Source: an optimization exercise on an open RTL-to-GDS flow (aim: small area, a short achievable clock period and few clock cycles). Production flows keep margins and buffers that such runs may drop.
Power is estimated from default activity; no workload was simulated.

// lhb_rx
module lhb_rx #(
    parameter FRAME_CAP = 100            
) (
    input  wire        clk,
    input  wire        rst,              
    input  wire        rx_valid,
    input  wire [7:0]  rx_data,
    output wire        rx_ready,
    output wire        m_valid,
    output wire [7:0]  m_data,
    output wire        m_last,
    output wire        m_empty,          
    input  wire        m_ready,
    output wire        e_valid,
    output wire [3:0]  e_code,
    output wire [7:0]  e_arg,
    output wire [15:0] e_len,
    output wire [3:0]  e_stat,
    input  wire        e_ready
);
    localparam RD_TAP   = FRAME_CAP - 1;     
    localparam RING_LEN = FRAME_CAP + 1;     
    localparam SW       = 7;                 
    localparam [1:0] E_FRAME_OVERFLOW = 2'd1;
    localparam [1:0] E_SYNC_LOST      = 2'd2;
    localparam [1:0] E_DECODE_ERROR   = 2'd3;
    reg  [8*RING_LEN-1:0] ring;
    wire [7:0] ring_last = ring[8*RING_LEN-1 -: 8];
    wire [7:0] rd_x      = ring[8*RD_TAP+7 -: 8];       
    reg        rdy_q;                    
    reg        ib_v;                     
    reg        ib_z;                     
    reg [7:0]  ib_d;
    reg        s_start;                  
    reg        s_acc0;                   
    reg        s_accb;                   
    reg        s_end;                    
    reg [6:0]  flen;                     
    reg        f_full;                   
    reg [6:0]  wblk;                     
    reg        f_bend;                   
    reg        live;                     
    reg        wrapped;                  
  ...
clock: 10.0 ns
lec_check: 0
cap_margin: 20
core_margin: 2
core_utilization: 70
cts_cluster_diameter: 80
cts_cluster_size: 24
place_density: 0.85
slew_margin: 20
standard.sh (not shown) runs the stock make flow with config.mk's settings and CLKGATE_MAP_FILE= SYNTH_SCRIPT=/design/flow/synth_recipe.tcl, a recipe that flattens the netlist after the stock synthesis.
==> flow/flow/run.sh <==
#!/bin/bash
# Layout flow: the standard ORFS flow, with the input and output port
# buffers inserted as sky130_fd_sc_hd__buf_2 instead of the default cell.
set -euo pipefail
export BUFFER_PORTS_ARGS="-buffer_cell sky130_fd_sc_hd__buf_2"
export SETUP_SLACK_MARGIN=6.9
bash standard.sh finish > standard_flow.log 2>&1
Edit:
--- a/flow/design.v
+++ b/flow/design.v
@@ -59,16 +59,14 @@
     reg [5:0]  bq0, bq1;
     reg        bqv0, bqv1;
     reg        bq_pop_q;                 
     reg        vh_q;                     
     reg        vg_q;                     
     reg        mv_q, ml_q, me_q;
     reg [7:0]  md_q;
-    reg        m1_v, m1_l, m1_e;
-    reg [7:0]  m1_d;
     reg        ev_q;
     reg [1:0]  ec_q;
     reg        es_q;
     reg [7:0]  ea_q;
     reg [6:0]  el_q;
     assign rx_ready = rdy_q;
     assign m_valid  = mv_q;
@@ -104,18 +102,18 @@
     wire [6:0] blk_load = ib_d[7] ? 7'h7F : ib_d[6:0];
     wire at_tap  = live && f_otap;
     wire r_one   = r_sep && !rz_x && rz_nx;               
     wire r_need  = r_one || r_pend;                       
     wire r_emit  = (r_need && vg_q) || r_body;
     wire r_nx_ok = !(r_sep && !rz_x && f_ntap);           
     wire r_can   = at_tap && (!r_need || vh_q) && r_nx_ok;
-    wire r_take  = r_can && (!r_emit || !m1_v);
+    wire m_pop   = !mv_q || m_ready;                      
+    wire r_take  = r_can && (!r_emit || m_pop);
     wire v_pop   = r_take && r_need;
     wire m_emit  = r_take && r_emit;
-    wire m_pop   = !mv_q || m_ready;                      
     wire [7:0] n_d = f_rone ? 8'h00 : rd_x;
     wire n_l = rz_nx;
     wire n_e = r_sep;
     wire r_last    = r_take && f_ntap;           
     wire live_d    = wrote || (live && !r_last);
     wire [SW-1:0] ostage_d = (!live || r_last) ? {SW{1'b0}} :
                              r_take ? ostage :
@@ -136,14 +134,21 @@
         if (v_bad) begin
             if (!bqv0_d) begin bq0_d = wseq; bqv0_d = 1'b1; end
             else         begin bq1_d = wseq; bqv1_d = 1'b1; end
         end
     end
     wire [5:0] wseq_d = wseq + wr_term;
     wire [5:0] rseq_d = rseq + v_pop;
+    wire eq_w  = (wseq == rseq);
+    wire eq_w1 = (wseq + 1'b1 == rseq);
+    wire eq_b0 = (bq0 == rseq);
+    wire eq_b1 = (bq1 == rseq);
+    wire vh_d  = wr_term ? !eq_w1 : !eq_w;
+    wire push0 = v_bad && !(bq_pop_q ? bqv1 : bqv0);    
+    wire vg_d  = !(push0 ? eq_w : bqv0_d && (bq_pop_q ? eq_b1 : eq_b0));
     wire free_c  = !otop_d && !wrapped_d;
     wire wrote_c = slot_free && (!s_accb || (ib_v && f_nzero && !ev_q && !bqv1));
     wire cont_c  = wrote_c || f_ntop;
     wire ev_c    = (ib_v && need_err) || (ev_q && !e_ready);
     wire bq_c    = !bqv1 && !(bqv0 && ib_v && s_accb && (ib_z ? !f_bend : f_full));
     wire rdy_d   = free_c && cont_c && !ev_c && bq_c;
     always @(posedge clk) begin
@@ -182,22 +187,17 @@
         end else if (r_take) begin
             rblk   <= rblk - 1'b1;
             f_rone <= (rblk == 7'd2);
         end
         bq0 <= bq0_d;
         bq1 <= bq1_d;
         if (m_pop) begin
-            md_q <= m1_v ? m1_d : n_d;
-            ml_q <= m1_v ? m1_l : n_l;
-            me_q <= m1_v ? m1_e : n_e;
-        end
-        if (!m1_v) begin
-            m1_d <= n_d;
-            m1_l <= n_l;
-            m1_e <= n_e;
+            md_q <= n_d;
+            ml_q <= n_l;
+            me_q <= n_e;
         end
         if (!ev_q) begin
             ec_q <= c_sync_lost ? E_SYNC_LOST : c_overflow ? E_FRAME_OVERFLOW : E_DECODE_ERROR;
             es_q <= c_dec_err;
             ea_q <= c_dec_err ? 8'h00 : ib_d;
             el_q <= c_sync_lost ? 7'd0 : c_overflow ? FRAME_CAP[6:0] : flen;
         end
@@ -220,15 +220,14 @@
             rseq     <= 6'd0;
             bqv0     <= 1'b0;
             bqv1     <= 1'b0;
             bq_pop_q <= 1'b0;
             vh_q     <= 1'b0;
             vg_q     <= 1'b1;
             mv_q     <= 1'b0;
-            m1_v     <= 1'b0;
             ev_q     <= 1'b0;
         end else begin
             rdy_q   <= rdy_d;
             ib_v    <= (rx_valid && rdy_q) || (ib_v && !w_take);
             if (w_take) begin
                 s_start <= (s_end && ib_z) || c_end;
                 s_acc0  <= (s_start && ib_z) || (s_acc0 && ib_z);
@@ -245,18 +244,14 @@
                 r_skip <= (r_skip && !rz_x) || (r_pend && !vg_q);
             end
             wseq     <= wseq_d;
             rseq     <= rseq_d;
             bqv0     <= bqv0_d;
             bqv1     <= bqv1_d;
             bq_pop_q <= v_pop && !vg_q;
-            vh_q     <= (wseq_d != rseq_d);
-            vg_q     <= !(bqv0_d && bq0_d == rseq_d);
-            if (m_pop) begin
-                mv_q <= m1_v || m_emit;
-                m1_v <= 1'b0;
-            end else if (m_emit)
-                m1_v <= 1'b1;
+            vh_q     <= vh_d;
+            vg_q     <= vg_d;
+            mv_q     <= m_emit || !m_pop;
             ev_q <= e_raise || (ev_q && !e_ready);
         end
     end
 endmodule
After rerunning: Global-route usage goes up by 1.2 points; core utilization drops by 0.43 points; synthesized area decreases by 0.75%; power drops by about 2.3%; routed wire length climbs by 5.2%.
No functional check of the RTL was part of any run of this note.

---

The RTL this note starts from:
==> flow/design.v <==
module lhb_rx #(
    parameter FRAME_CAP = 100            
) (
    input  wire        clk,
    input  wire        rst,              
    input  wire        rx_valid,
    input  wire [7:0]  rx_data,
    output wire        rx_ready,
    output wire        m_valid,
    output wire [7:0]  m_data,
    output wire        m_last,
    output wire        m_empty,          
    input  wire        m_ready,
    output wire        e_valid,
    output wire [3:0]  e_code,
    output wire [7:0]  e_arg,
    output wire [15:0] e_len,
    output wire [3:0]  e_stat,
    input  wire        e_ready
);
    localparam RD_TAP   = FRAME_CAP - 1;     
    localparam RING_LEN = FRAME_CAP + 1;     
    localparam SW       = 7;                 
    localparam BQ_N     = 3;                 
    localparam [1:0] E_FRAME_OVERFLOW = 2'd1;
    localparam [1:0] E_SYNC_LOST      = 2'd2;
    localparam [1:0] E_DECODE_ERROR   = 2'd3;
    localparam [1:0] S_SEEK_START = 2'd0,
                     S_ACC        = 2'd1,
                     S_SEEK_END   = 2'd2;
    localparam [1:0] R_SEP  = 2'd0,          
                     R_PEND = 2'd1,          
                     R_BODY = 2'd2,          
                     R_SKIP = 2'd3;          
    reg  [8*RING_LEN-1:0] ring;
    wire [7:0] ring_last = ring[8*RING_LEN-1 -: 8];
    wire [7:0] rd_x      = ring[8*RD_TAP+7 -: 8];       
    wire [7:0] rd_nx     = ring[8*(RD_TAP-1)+7 -: 8];   
    reg        rdy_q;                    
    reg        ib_v;                     
    reg        ib_z;                     
    reg [7:0]  ib_d;
    reg [1:0]  ws;                       
    reg [6:0]  flen;                     
    reg [6:0]  wblk;                     
    reg        live;                     
    reg        wrapped;                  
    reg [SW-1:0] ostage;                 
    reg [SW-1:0] nstage;                 
    reg [1:0]  rmode;
    reg [6:0]  rblk;                     
    reg [5:0]  wseq, rseq;
    reg [6*BQ_N-1:0] bq;
    reg [BQ_N-1:0]   bq_v;               
    reg        rz_x, rz_nx;              
    reg        mv_q, ml_q, me_q;
    reg [7:0]  md_q;
    reg        ev_q;
    reg [1:0]  ec_q;
    reg        es_q;
    reg [7:0]  ea_q;
    reg [6:0]  el_q;
    assign rx_ready = rdy_q;
    assign m_valid  = mv_q;
    assign m_data   = md_q;
    assign m_last   = ml_q;
    assign m_empty  = me_q;
    assign e_valid  = ev_q;
    assign e_code   = {2'b00, ec_q};
    assign e_arg    = ea_q;
    assign e_len    = {9'd0, el_q};
    assign e_stat   = {es_q, 3'b000};
    function [SW-1:0] inc_stage(input [SW-1:0] s);
        inc_stage = (s == RING_LEN-1) ? {SW{1'b0}} : s + 1'b1;
    endfunction
    wire midframe  = (ws == S_ACC) && (flen != 0);
    wire o_top     = (ostage == RING_LEN-1);
    wire n_top     = (nstage == RING_LEN-1);
    wire slot_free = !live || (!o_top && !wrapped);
    wire contig    = (nstage == 0);
    wire bq_full   = bq_v[BQ_N-1];
    wire blk_end   = (wblk == 7'd1);
    wire c_sync_lost = (ws == S_SEEK_START) && !ib_z;
    wire c_first     = (ws == S_ACC) && (flen == 0) && !ib_z;
    wire c_end       = midframe && ib_z;
    wire c_data      = midframe && !ib_z && (flen != FRAME_CAP);
    wire c_overflow  = midframe && !ib_z && (flen == FRAME_CAP);
    wire c_dec_err   = c_end && !blk_end;
    wire need_err    = c_sync_lost || c_dec_err || c_overflow;
    wire c_bad       = c_dec_err || c_overflow;
    wire w_ok = (!need_err || !ev_q) &&
                (!c_first || slot_free) &&
                (!midframe || ib_z || (slot_free && contig)) &&
                (!c_end || (slot_free && contig)) &&
                (!c_bad || !bq_full);
    wire w_take = ib_v && w_ok;
    wire wr_body = w_take && (c_first || c_data);
    wire wr_term = w_take && (c_end || c_overflow);
    wire wr_fill = !midframe && slot_free;
    wire wrote   = wr_body || wr_term || wr_fill;
    wire v_push  = wr_term;
    wire v_bad   = w_take && c_bad;
    wire e_raise = w_take && need_err;
    wire [6:0] blk_load = ib_d[7] ? 7'h7F : ib_d[6:0];
    wire at_tap  = live && (ostage == RD_TAP);
    wire x_zero  = rz_x;
    wire nx_zero = rz_nx;
    wire v_have  = (wseq != rseq);
    wire v_good  = !(bq_v[0] && bq[5:0] == rseq);
    wire r_one   = (rmode == R_SEP) && !x_zero && nx_zero;    
    wire r_need  = r_one || (rmode == R_PEND);                
    wire r_emit  = (r_need && v_good) || (rmode == R_BODY);
    wire r_nx_ok = !((rmode == R_SEP) && !x_zero && (nstage == RD_TAP));   
    wire r_can   = at_tap && (!r_need || v_have) && r_nx_ok;
    wire out_ok  = !mv_q || m_ready;
    wire r_take  = r_can && (!r_emit || out_ok);
    wire v_pop   = r_can && r_need && (!v_good || out_ok);
    wire bq_pop  = r_can && r_need && !v_good;
    wire last_one  = (ostage == nstage);           
    wire live_d    = wrote || (live && !(r_take && last_one));
    wire [SW-1:0] ostage_d = (!live || (r_take && last_one)) ? {SW{1'b0}} :
                             r_take ? ostage : inc_stage(ostage);
    wire [SW-1:0] nstage_d = wrote ? {SW{1'b0}} : inc_stage(nstage);
    wire wrapped_d = !n_top && (wrapped || (live && o_top));
    wire [BQ_N-1:0] bq_v_d = bq_pop ? ({1'b0, bq_v[BQ_N-1:1]} | (v_bad ? bq_v : {BQ_N{1'b0}}))
                                    : v_bad ? {bq_v[BQ_N-2:0], 1'b1} : bq_v;
    wire free_c  = !(live && (ostage == RING_LEN-2) && !r_take) && !wrapped_d;
    wire cont_c  = wrote || n_top;
    wire ev_c    = e_raise || (ev_q && !e_ready);
    wire bq_c    = !bq_full && !(bq_v[BQ_N-2] && ib_v && midframe &&
                                 (ib_z ? !blk_end : (flen == FRAME_CAP)));
    wire rdy_d   = free_c && cont_c && !ev_c && bq_c;
    always @(posedge clk) begin
        ring  <= {ring[8*(RING_LEN-1)-1:0],
                  wrote ? (wr_body ? ib_d : 8'h00) : ring_last};
        rz_x  <= (ring[8*(RD_TAP-1)+7 -: 8] == 8'h00);
        rz_nx <= (ring[8*(RD_TAP-2)+7 -: 8] == 8'h00);
    end
    always @(posedge clk) begin
        if (w_take || !ib_v) begin
            ib_d <= rx_data;
            ib_z <= (rx_data == 8'h00);
        end
        if (bq_pop || v_bad) begin : bq_upd
            integer i;
            for (i = 0; i < BQ_N; i = i + 1)
                if (v_bad && (bq_pop ? (i == 0 ? bq_v[0] && !bq_v[1] : bq_v[i] && (i == BQ_N-1 || !bq_v[i+1]))
                                     : (i == 0 ? !bq_v[0] : bq_v[i-1] && !bq_v[i])))
                    bq[6*i +: 6] <= wseq;
                else if (bq_pop)
                    bq[6*i +: 6] <= (i == BQ_N-1) ? 6'd0 : bq[6*(i+1) +: 6];
        end
        if (out_ok) begin
            md_q <= (rblk == 7'd1) ? 8'h00 : rd_x;
            ml_q <= nx_zero;
            me_q <= (rmode == R_SEP);
        end
        if (e_raise) begin
            ec_q <= c_sync_lost ? E_SYNC_LOST : c_overflow ? E_FRAME_OVERFLOW : E_DECODE_ERROR;
            es_q <= c_dec_err;
            ea_q <= c_dec_err ? 8'h00 : ib_d;
            el_q <= c_sync_lost ? 7'd0 : c_overflow ? FRAME_CAP[6:0] : flen;
        end
    end
    always @(posedge clk) begin
        if (rst) begin
            rdy_q   <= 1'b1;
            ib_v    <= 1'b0;
            ws      <= S_SEEK_START;
            flen    <= 7'd0;
            wblk    <= 7'd1;
            live    <= 1'b0;
            wrapped <= 1'b0;
            ostage  <= {SW{1'b0}};
            nstage  <= {SW{1'b0}};
            rmode   <= R_SEP;
            rblk    <= 7'd1;
            wseq    <= 6'd0;
            rseq    <= 6'd0;
            bq_v    <= {BQ_N{1'b0}};
            mv_q    <= 1'b0;
            ev_q    <= 1'b0;
        end else begin
            rdy_q   <= rdy_d;
            ib_v    <= (rx_valid && rdy_q) || (ib_v && !w_take);
            if (w_take) begin
                case (ws)
                S_SEEK_START: ws <= ib_z ? S_ACC : S_SEEK_END;
                S_SEEK_END:   if (ib_z) ws <= S_SEEK_START;
                default:      if (c_end) ws <= S_SEEK_START;
                              else if (c_overflow) ws <= S_SEEK_END;
                endcase
                if (c_first || c_data)
                    flen <= flen + 1'b1;
                else if (c_end || c_overflow)
                    flen <= 7'd0;
                if (c_first || (c_data && blk_end))
                    wblk <= blk_load;
                else if (c_data)
                    wblk <= wblk - 1'b1;
            end
            live    <= live_d;
            wrapped <= wrapped_d;
            ostage  <= ostage_d;
            nstage  <= nstage_d;
            if (r_take) begin
                case (rmode)
                R_SEP: if (!x_zero && !nx_zero) begin
                    rmode <= R_PEND;
                    rblk  <= rd_x[6:0];
                end
                R_SKIP: if (x_zero) rmode <= R_SEP;
                default: begin   
                    if (rmode == R_PEND && !v_good)
                        rmode <= R_SKIP;
                    else begin
                        rmode <= nx_zero ? R_SEP : R_BODY;
                        rblk  <= (rblk == 7'd1) ? rd_x[6:0] : rblk - 1'b1;
                    end
                end
                endcase
            end
            if (v_push) wseq <= wseq + 1'b1;
            if (v_pop)  rseq <= rseq + 1'b1;
            bq_v <= bq_v_d;
            if (r_take && r_emit)
                mv_q <= 1'b1;
            else if (m_ready)
                mv_q <= 1'b0;
            ev_q <= ev_c;
        end
    end
endmodule
clock: 10.0 ns
lec_check: 0
cap_margin: 20
core_margin: 2
core_utilization: 70
cts_cluster_diameter: 80
cts_cluster_size: 24
place_density: 0.85
slew_margin: 20
run.sh (not shown) runs the stock make flow with config.mk's settings and CLKGATE_MAP_FILE= SYNTH_SCRIPT=/design/flow/synth_recipe.tcl, a recipe that flattens the netlist after the stock synthesis.
Stock flow here: none of the scripts above is used.
Edit:
--- a/flow/design.v
+++ b/flow/design.v
@@ -123,20 +123,38 @@
     wire [SW-1:0] nstage_d = wrote ? {SW{1'b0}} : inc_stage(nstage);
     wire wrapped_d = !n_top && (wrapped || (live && o_top));
     wire [BQ_N-1:0] bq_v_d = bq_pop ? ({1'b0, bq_v[BQ_N-1:1]} | (v_bad ? bq_v : {BQ_N{1'b0}}))
                                     : v_bad ? {bq_v[BQ_N-2:0], 1'b1} : bq_v;
     wire free_c  = !(live && (ostage == RING_LEN-2) && !r_take) && !wrapped_d;
-    wire cont_c  = wrote || n_top;
-    wire ev_c    = e_raise || (ev_q && !e_ready);
+    wire wrote_c = slot_free && (!midframe || (ib_v && contig && !ev_q && !bq_full));
+    wire cont_c  = wrote_c || n_top;
+    wire ev_c    = (ib_v && need_err) || (ev_q && !e_ready);
     wire bq_c    = !bq_full && !(bq_v[BQ_N-2] && ib_v && midframe &&
                                  (ib_z ? !blk_end : (flen == FRAME_CAP)));
     wire rdy_d   = free_c && cont_c && !ev_c && bq_c;
+    wire ev_d    = e_raise || (ev_q && !e_ready);
     always @(posedge clk) begin
         ring  <= {ring[8*(RING_LEN-1)-1:0],
                   wrote ? (wr_body ? ib_d : 8'h00) : ring_last};
         rz_x  <= (ring[8*(RD_TAP-1)+7 -: 8] == 8'h00);
         rz_nx <= (ring[8*(RD_TAP-2)+7 -: 8] == 8'h00);
+    end
+    always @(posedge clk) begin
+        ostage <= ostage_d;
+        nstage <= nstage_d;
+        if (w_take && (c_first || c_data))
+            flen <= flen + 1'b1;
+        else if (ws == S_SEEK_START)
+            flen <= 7'd0;
+        if (w_take && (c_first || (c_data && blk_end)))
+            wblk <= blk_load;
+        else if (w_take && c_data)
+            wblk <= wblk - 1'b1;
+        if (r_take && (rmode == R_SEP || rblk == 7'd1))
+            rblk <= rd_x[6:0];
+        else if (r_take)
+            rblk <= rblk - 1'b1;
     end
     always @(posedge clk) begin
         if (w_take || !ib_v) begin
             ib_d <= rx_data;
             ib_z <= (rx_data == 8'h00);
@@ -153,11 +171,11 @@
         if (out_ok) begin
             md_q <= (rblk == 7'd1) ? 8'h00 : rd_x;
             ml_q <= nx_zero;
             me_q <= (rmode == R_SEP);
         end
-        if (e_raise) begin
+        if (!ev_q) begin
             ec_q <= c_sync_lost ? E_SYNC_LOST : c_overflow ? E_FRAME_OVERFLOW : E_DECODE_ERROR;
             es_q <= c_dec_err;
             ea_q <= c_dec_err ? 8'h00 : ib_d;
             el_q <= c_sync_lost ? 7'd0 : c_overflow ? FRAME_CAP[6:0] : flen;
         end
@@ -165,18 +183,13 @@
     always @(posedge clk) begin
         if (rst) begin
             rdy_q   <= 1'b1;
             ib_v    <= 1'b0;
             ws      <= S_SEEK_START;
-            flen    <= 7'd0;
-            wblk    <= 7'd1;
             live    <= 1'b0;
             wrapped <= 1'b0;
-            ostage  <= {SW{1'b0}};
-            nstage  <= {SW{1'b0}};
             rmode   <= R_SEP;
-            rblk    <= 7'd1;
             wseq    <= 6'd0;
             rseq    <= 6'd0;
             bq_v    <= {BQ_N{1'b0}};
             mv_q    <= 1'b0;
             ev_q    <= 1'b0;
@@ -188,46 +201,27 @@
                 S_SEEK_START: ws <= ib_z ? S_ACC : S_SEEK_END;
                 S_SEEK_END:   if (ib_z) ws <= S_SEEK_START;
                 default:      if (c_end) ws <= S_SEEK_START;
                               else if (c_overflow) ws <= S_SEEK_END;
                 endcase
-                if (c_first || c_data)
-                    flen <= flen + 1'b1;
-                else if (c_end || c_overflow)
-                    flen <= 7'd0;
-                if (c_first || (c_data && blk_end))
-                    wblk <= blk_load;
-                else if (c_data)
-                    wblk <= wblk - 1'b1;
             end
             live    <= live_d;
             wrapped <= wrapped_d;
-            ostage  <= ostage_d;
-            nstage  <= nstage_d;
             if (r_take) begin
                 case (rmode)
-                R_SEP: if (!x_zero && !nx_zero) begin
-                    rmode <= R_PEND;
-                    rblk  <= rd_x[6:0];
-                end
-                R_SKIP: if (x_zero) rmode <= R_SEP;
-                default: begin   
-                    if (rmode == R_PEND && !v_good)
-                        rmode <= R_SKIP;
-                    else begin
-                        rmode <= nx_zero ? R_SEP : R_BODY;
-                        rblk  <= (rblk == 7'd1) ? rd_x[6:0] : rblk - 1'b1;
-                    end
-                end
+                R_SEP:   if (!x_zero && !nx_zero) rmode <= R_PEND;
+                R_SKIP:  if (x_zero) rmode <= R_SEP;
+                default: rmode <= (rmode == R_PEND && !v_good) ? R_SKIP :
+                                  nx_zero ? R_SEP : R_BODY;
                 endcase
             end
             if (v_push) wseq <= wseq + 1'b1;
             if (v_pop)  rseq <= rseq + 1'b1;
             bq_v <= bq_v_d;
             if (r_take && r_emit)
                 mv_q <= 1'b1;
             else if (m_ready)
                 mv_q <= 1'b0;
-            ev_q <= ev_c;
+            ev_q <= ev_d;
         end
     end
 endmodule
Result:
- The new run finished with timing, DRC and antenna clean
- global-route usage is about the same
- clock-buffer cell count rises by 4
- worst hold slack is worse by 0.012 ns
- via count drops by a few percent
- die area barely changes
Function was not checked in any run of this note: the RTL went through the layout flow alone.

what the ideal ports hide:
No port has a modelled driver above. Below, the same layouts with a new extraction and two added sets of constraints. Step 1 sets driving cells, clkbuf_16 on the clock port and buf_2 on the other inputs (assumed; they add their load-dependent delay and slew). Step 2 also shifts input and output timing later by t, the mid clock arrival at the registers, as if the neighbouring blocks saw the same clock. Three values: ideal, step 1, step 2; two values: the first two.
| run | t, ns | setup WS [ns] | clock arrival spread, ns |
|---|---|---|---|
| the first run of note 1 | 0.611 | 6.864 / 6.814 / 6.627 | 0.020 / 0.020 |
| the second run of note 1 | 0.608 | 6.842 / 6.792 / 6.412 | 0.024 / 0.024 |
| the first run of note 2 | 0.604 | 6.378 / 6.329 / 5.885 | 0.021 / 0.020 |
| the second run of note 2 | 0.618 | 6.068 / 6.088 / 5.470 | 0.033 / 0.032 |
After both steps every run listed still meets setup and hold. The setup slack of the second run of note 2, which loses most, moves by +0.020 ns with the drivers and by -0.598 ns with both steps.
